Source: an optimization exercise on an open RTL-to-GDS flow (aim: small area, a short achievable clock period and few clock cycles). Production flows keep margins and buffers that such runs may drop.
In this exercise RTL edits were held to simulation tests only and were not proved equivalent to the original.
Power figures rest on the tool's default switching activity, not on a simulated workload.

east:
==> flow/design.v (excerpt) <==
module veeprom_ctrl (
    input  wire         clk,
    input  wire         rst,
    input  wire         cmd_valid,
    input  wire [7:0]   cmd,
    input  wire [15:0]  addr,
    input  wire [15:0]  len,
    input  wire [423:0] wdata,
    output reg          busy,
    output reg          done,
    output wire [3:0]   status,
    output wire [423:0] rdata,
    output wire [1:0]   active_page,
    output reg          fl_req,
    output reg  [2:0]   fl_op,
    output wire [15:0]  fl_addr,
    output reg  [15:0]  fl_wdata,
    input  wire         fl_ack,
    input  wire [31:0]  fl_rdata,
    input  wire [1:0]   fl_status
);
Size in the first run: about 3100 cells after synthesis, ~26000 µm² of cells after synthesis.
==> flow/config.mk <==
export PLATFORM = sky130hd
export DESIGN_NAME = veeprom_ctrl
export DESIGN_NICKNAME = veeprom_ctrl
export VERILOG_FILES = /design/flow/design.v
export SDC_FILE = /design/flow/constraint.sdc
export NUM_CORES = 4
export LEC_CHECK = 0
export ABC_AREA = 1
export CAP_MARGIN = 20
export CORE_AREA = 2 2 263 263
export DIE_AREA = 0 0 265 265
export SLEW_MARGIN = 20
==> flow/constraint.sdc <==
create_clock -name core_clock -period 10.0 [get_ports {clk}]
set_input_delay 2.0000 -clock core_clock [delete_from_list [all_inputs] [get_ports {clk}]]
set_output_delay 2.0000 -clock core_clock [all_outputs]
set_load 0.01 [all_outputs]
standard.sh (not shown) runs the stock make flow with config.mk's settings and CLKGATE_MAP_FILE= SYNTH_SCRIPT=/design/flow/synth_recipe.tcl, a recipe that flattens the netlist after the stock synthesis.
==> flow/flow/run.sh <==
#!/bin/bash
# The standard layout (standard.sh) with these changes to how it is made:
#  - after the standard synthesis, remap.py turns R's nand2/nand2/nand2/nand3
#    input multiplexers into a222oi + inverter (same function, less area);
#    registers and all other cells stay as synthesized;
#  - ports are buffered by sky130_fd_sc_hd__buf_1 instead of the default pick;
#  - pins may sit one routing track apart, so the die can be smaller;
#  - CTS clusters up to 28 sinks per leaf buffer and adds no dummy loads;
#  - repair_timing aims for 6.6 ns of setup slack, so the layout is sized for
#    a short achieved period (the clock and constraints stay the standard flow's).
# Each tool's full output goes to a log in the work folder.
set -euo pipefail
export BUFFER_PORTS_ARGS="-buffer_cell sky130_fd_sc_hd__buf_1"
export PLACE_PINS_ARGS="-min_distance 1 -min_distance_in_tracks"
export CTS_ARGS="-sink_clustering_enable -repair_clock_nets -sink_clustering_size 28 -sink_clustering_max_diameter 80 -dont_use_dummy_load"
export SETUP_SLACK_MARGIN=6.6
RES=orfs/results/${FLOW_PLATFORM:-sky130hd}/veeprom_ctrl/base
bash standard.sh synth > make_synth.log 2>&1
cp $RES/1_2_yosys.v yosys_standard.v
python3 flow/remap.py yosys_standard.v $RES/1_2_yosys.v > remap.log 2>&1
rm -f $RES/1_synth.odb $RES/1_synth.sdc
bash standard.sh finish > make_finish.log 2>&1
Other scripts of this flow, unchanged in this note and not shown: flow/flow/remap.py
global routing (5_1_grt): east exited with error
Testbench counts of east, summed over its fixed seeds: cycles 26,920.
The inputs of north differ from those of east as listed below.
# east
export LEC_CHECK = 0
export ABC_AREA = 1
export CAP_MARGIN = 20
export CORE_AREA = 2 2 263 263
export DIE_AREA = 0 0 265 265
export SLEW_MARGIN = 20
create_clock -name core_clock -period 10.0 [get_ports {clk}]
# north
export LEC_CHECK = 0
export ABC_AREA = 1
export CAP_MARGIN = 20
export CORE_AREA = 2 2 238 238
export DIE_AREA = 0 0 240 240
export SLEW_MARGIN = 20
create_clock -name core_clock -period 10.0 [get_ports {clk}]
Results
Compared to east, north has number of post-CTS setup repair buffers 3 lower.
Pre-CTS setup slack in north vs east: up 0.14 ns
For north, the flow was terminated by a tool error in global routing (5_1_grt) and produced no final design.
Count of standard-cell rows (east / north): 1.10
Re total of buffers placed on input and output ports: no difference whatsoever between north and east.

Starting RTL as in the previous note.
==> flow/design.v (excerpt) <==
module veeprom_ctrl (
    input  wire         clk,
    input  wire         rst,
    input  wire         cmd_valid,
    input  wire [7:0]   cmd,
    input  wire [15:0]  addr,
    input  wire [15:0]  len,
    input  wire [423:0] wdata,
    output reg          busy,
    output reg          done,
    output wire [3:0]   status,
    output wire [423:0] rdata,
    output wire [1:0]   active_page,
    output reg          fl_req,
    output reg  [2:0]   fl_op,
    output wire [15:0]  fl_addr,
    output reg  [15:0]  fl_wdata,
    input  wire         fl_ack,
    input  wire [31:0]  fl_rdata,
    input  wire [1:0]   fl_status
);
    localparam [2:0] ST_OK      = 3'd0;
    localparam [2:0] ST_OOR     = 3'd1;
    localparam [2:0] ST_HWERR   = 3'd2;
    localparam [2:0] ST_STV     = 3'd3;
    localparam [2:0] ST_CSUM    = 3'd4;
    localparam [2:0] ST_TIMEOUT = 3'd6;
    localparam [2:0] ST_ILLEGAL = 3'd7;
    localparam [2:0] OP_RD32  = 3'd2;
    localparam [2:0] OP_PROG  = 3'd3;
    localparam [2:0] OP_ERASE = 3'd4;
    localparam [2:0] OP_UNLK  = 3'd5;
    localparam [2:0] OP_LOCK  = 3'd6;
    localparam [4:0]
        S_IDLE = 5'd0,
        S_RD   = 5'd2,    
        S_WA1  = 5'd3,    
        S_WA2  = 5'd4,    
        S_WER  = 5'd5,    
        S_WUN  = 5'd6,    
        S_WSS  = 5'd7,    
        S_WP   = 5'd8,    
        S_WEV  = 5'd9,    
        S_WCS  = 5'd10,   
        S_WV   = 5'd11,   
        S_WI   = 5'd12,   
        S_WLK  = 5'd13,   
        S_IN1  = 5'd14,   
        S_IN2  = 5'd15,
        S_IN3  = 5'd16,
        S_IN4  = 5'd17,
        S_IDEC = 5'd18,   
        S_IP   = 5'd19,   
        S_IADD = 5'd20,
        S_ICMP = 5'd21,
        S_IER  = 5'd22,   
        S_ME1  = 5'd23,
        S_ME2  = 5'd24,
        S_IRES = 5'd25;   
    reg [4:0]   st;
    reg [2:0]   stat;
    reg [1:0]   act;
    reg [6:0]   fa;           
    reg [423:0] R;
    reg [5:0]   a6;           
    reg [5:0]   e6;           
    reg [15:0]  aw;           
    reg [7:0]   accl, acch;   
    reg [1:0]   cr;           
    reg [4:0]   hw;           
    reg [1:0]   d;            
    reg         addp;         
    reg         ip1, ip2;     
    reg         z0, z1, z2, f3;    
    reg         v2, c2;       
    reg         b56;          
    assign status      = {1'b0, stat};
    assign rdata       = R;
    assign active_page = act;
    assign fl_addr     = {9'd0, fa};
  ...
==> flow/config.mk <==
export PLATFORM = sky130hd
export DESIGN_NAME = veeprom_ctrl
export DESIGN_NICKNAME = veeprom_ctrl
export VERILOG_FILES = /design/flow/design.v
export SDC_FILE = /design/flow/constraint.sdc
export NUM_CORES = 4
export LEC_CHECK = 0
export ABC_AREA = 1
export CAP_MARGIN = 20
export CORE_AREA = 2 2 238 238
export DIE_AREA = 0 0 240 240
export SLEW_MARGIN = 20
==> flow/constraint.sdc <==
create_clock -name core_clock -period 10.0 [get_ports {clk}]
set_input_delay 2.0000 -clock core_clock [delete_from_list [all_inputs] [get_ports {clk}]]
set_output_delay 2.0000 -clock core_clock [all_outputs]
set_load 0.01 [all_outputs]
==> flow/flow/run.sh <==
#!/bin/bash
# The standard layout (standard.sh) with these changes to how it is made:
#  - ports are buffered by sky130_fd_sc_hd__buf_1 instead of the default pick;
#  - pins may sit one routing track apart, so the die can be smaller;
#  - CTS clusters up to 28 sinks per leaf buffer and adds no dummy loads;
#  - repair_timing aims for 6.6 ns of setup slack, so the layout is sized for
#    a short achieved period (the clock and constraints stay the standard flow's).
# make's full output goes to make_finish.log in the work folder.
set -euo pipefail
export BUFFER_PORTS_ARGS="-buffer_cell sky130_fd_sc_hd__buf_1"
export PLACE_PINS_ARGS="-min_distance 1 -min_distance_in_tracks"
export CTS_ARGS="-sink_clustering_enable -repair_clock_nets -sink_clustering_size 28 -sink_clustering_max_diameter 80 -dont_use_dummy_load"
export SETUP_SLACK_MARGIN=6.6
bash standard.sh finish > make_finish.log 2>&1
The starting point died in global routing with GRT-0116.
Testbench counts at the start, summed over its fixed seeds: cycles 26,920.
Next try:
==> flow/flow/run.sh (replaced) <==
#!/bin/bash
# The standard layout (standard.sh) with these changes to how it is made:
#  - ports are buffered by sky130_fd_sc_hd__buf_1 instead of the default pick;
#  - CTS clusters up to 28 sinks per leaf buffer and adds no dummy loads;
#  - repair_timing aims for 6.53 ns of setup slack, so the layout is sized for
#    a short achieved period (the clock and constraints stay the standard flow's).
# make's full output goes to make_finish.log in the work folder.
set -euo pipefail
export BUFFER_PORTS_ARGS="-buffer_cell sky130_fd_sc_hd__buf_1"
export CTS_ARGS="-sink_clustering_enable -repair_clock_nets -sink_clustering_size 28 -sink_clustering_max_diameter 80 -dont_use_dummy_load"
export SETUP_SLACK_MARGIN=6.53
bash standard.sh finish > make_finish.log 2>&1
CORE_AREA = 2 2 272 272   (was 2 2 238 238)
DIE_AREA = 0 0 274 274   (was 0 0 240 240)
After rerunning:
- The new run completed without violations
- synthesized area is unchanged
- synthesized cell count is unchanged
Next try:
--- a/flow/flow/run.sh
+++ b/flow/flow/run.sh
@@ -4,3 +4,3 @@
 #  - CTS clusters up to 28 sinks per leaf buffer and adds no dummy loads;
-#  - repair_timing aims for 6.53 ns of setup slack, so the layout is sized for
+#  - repair_timing aims for 6.45 ns of setup slack, so the layout is sized for
 #    a short achieved period (the clock and constraints stay the standard flow's).
@@ -10,3 +10,3 @@
 export CTS_ARGS="-sink_clustering_enable -repair_clock_nets -sink_clustering_size 28 -sink_clustering_max_diameter 80 -dont_use_dummy_load"
-export SETUP_SLACK_MARGIN=6.53
+export SETUP_SLACK_MARGIN=6.45
 bash standard.sh finish > make_finish.log 2>&1
Count of clock-buffer cells in the layout is higher by 2.
Setup slack is worse by 0.066 ns.
Total power is higher by 0.38%.
Hold slack hardly moves.
Sequential share of layout area is higher by 0.20 points.
Utilization is lower by 0.29 points.
Via count is lower by 0.98%.
Next try:
--- a/flow/flow/run.sh
+++ b/flow/flow/run.sh
@@ -4,3 +4,3 @@
 #  - CTS clusters up to 28 sinks per leaf buffer and adds no dummy loads;
-#  - repair_timing aims for 6.45 ns of setup slack, so the layout is sized for
+#  - repair_timing aims for 6.6 ns of setup slack, so the layout is sized for
 #    a short achieved period (the clock and constraints stay the standard flow's).
@@ -10,3 +10,3 @@
 export CTS_ARGS="-sink_clustering_enable -repair_clock_nets -sink_clustering_size 28 -sink_clustering_max_diameter 80 -dont_use_dummy_load"
-export SETUP_SLACK_MARGIN=6.45
+export SETUP_SLACK_MARGIN=6.6
 bash standard.sh finish > make_finish.log 2>&1
The new run completed without violations.
Count of clock-buffer cells in the layout went down by 1.
Flip-flop and latch count stays the same.
Non-clock buffer count went up by 34.
Routed wire length went up by a few percent.
Cell count went up slightly.
Total power went up slightly.
Sequential power barely changes.
Setup slack gains 0.12 ns.
Critical path depth stays the same.

separate check: timing with driven ports:
No port has a modelled driver above. Below, the same layouts with a new extraction and two added sets of constraints. Step 1, drivers: a clkbuf_16 drives clk and a buf_2 each remaining input, both assumed. Step 2, shift: input delay + t, output delay - t, t = (earliest + latest rising clock arrival at the registers) / 2. This alone moves slack from input paths to output paths. Three values: no drivers, after step 1, after step 2; two values: the first two.
| run | shift t [ns] | setup slack, ns | worst register clock-pin slew, ns | worst data-port slew with drivers (ns) | pins driven straight from the clock port |
|---|---|---|---|---|---|
| the second run of note 2 | 0.663 | 6.472 / 6.396 / 5.834 | 0.12 / 0.12 | 0.37 | 1 |
| the third run of note 2 | 0.662 | 6.406 / 6.328 / 5.814 | 0.11 / 0.11 | 0.31 | 1 |
| the fourth run of note 2 | 0.653 | 6.522 / 6.451 / 5.844 | 0.11 / 0.11 | 0.34 | 1 |
After both steps every run listed still meets setup and hold. For the fourth run of note 2, which loses most, drivers alone change the setup slack by -0.071 ns; drivers and shift together by -0.678 ns.
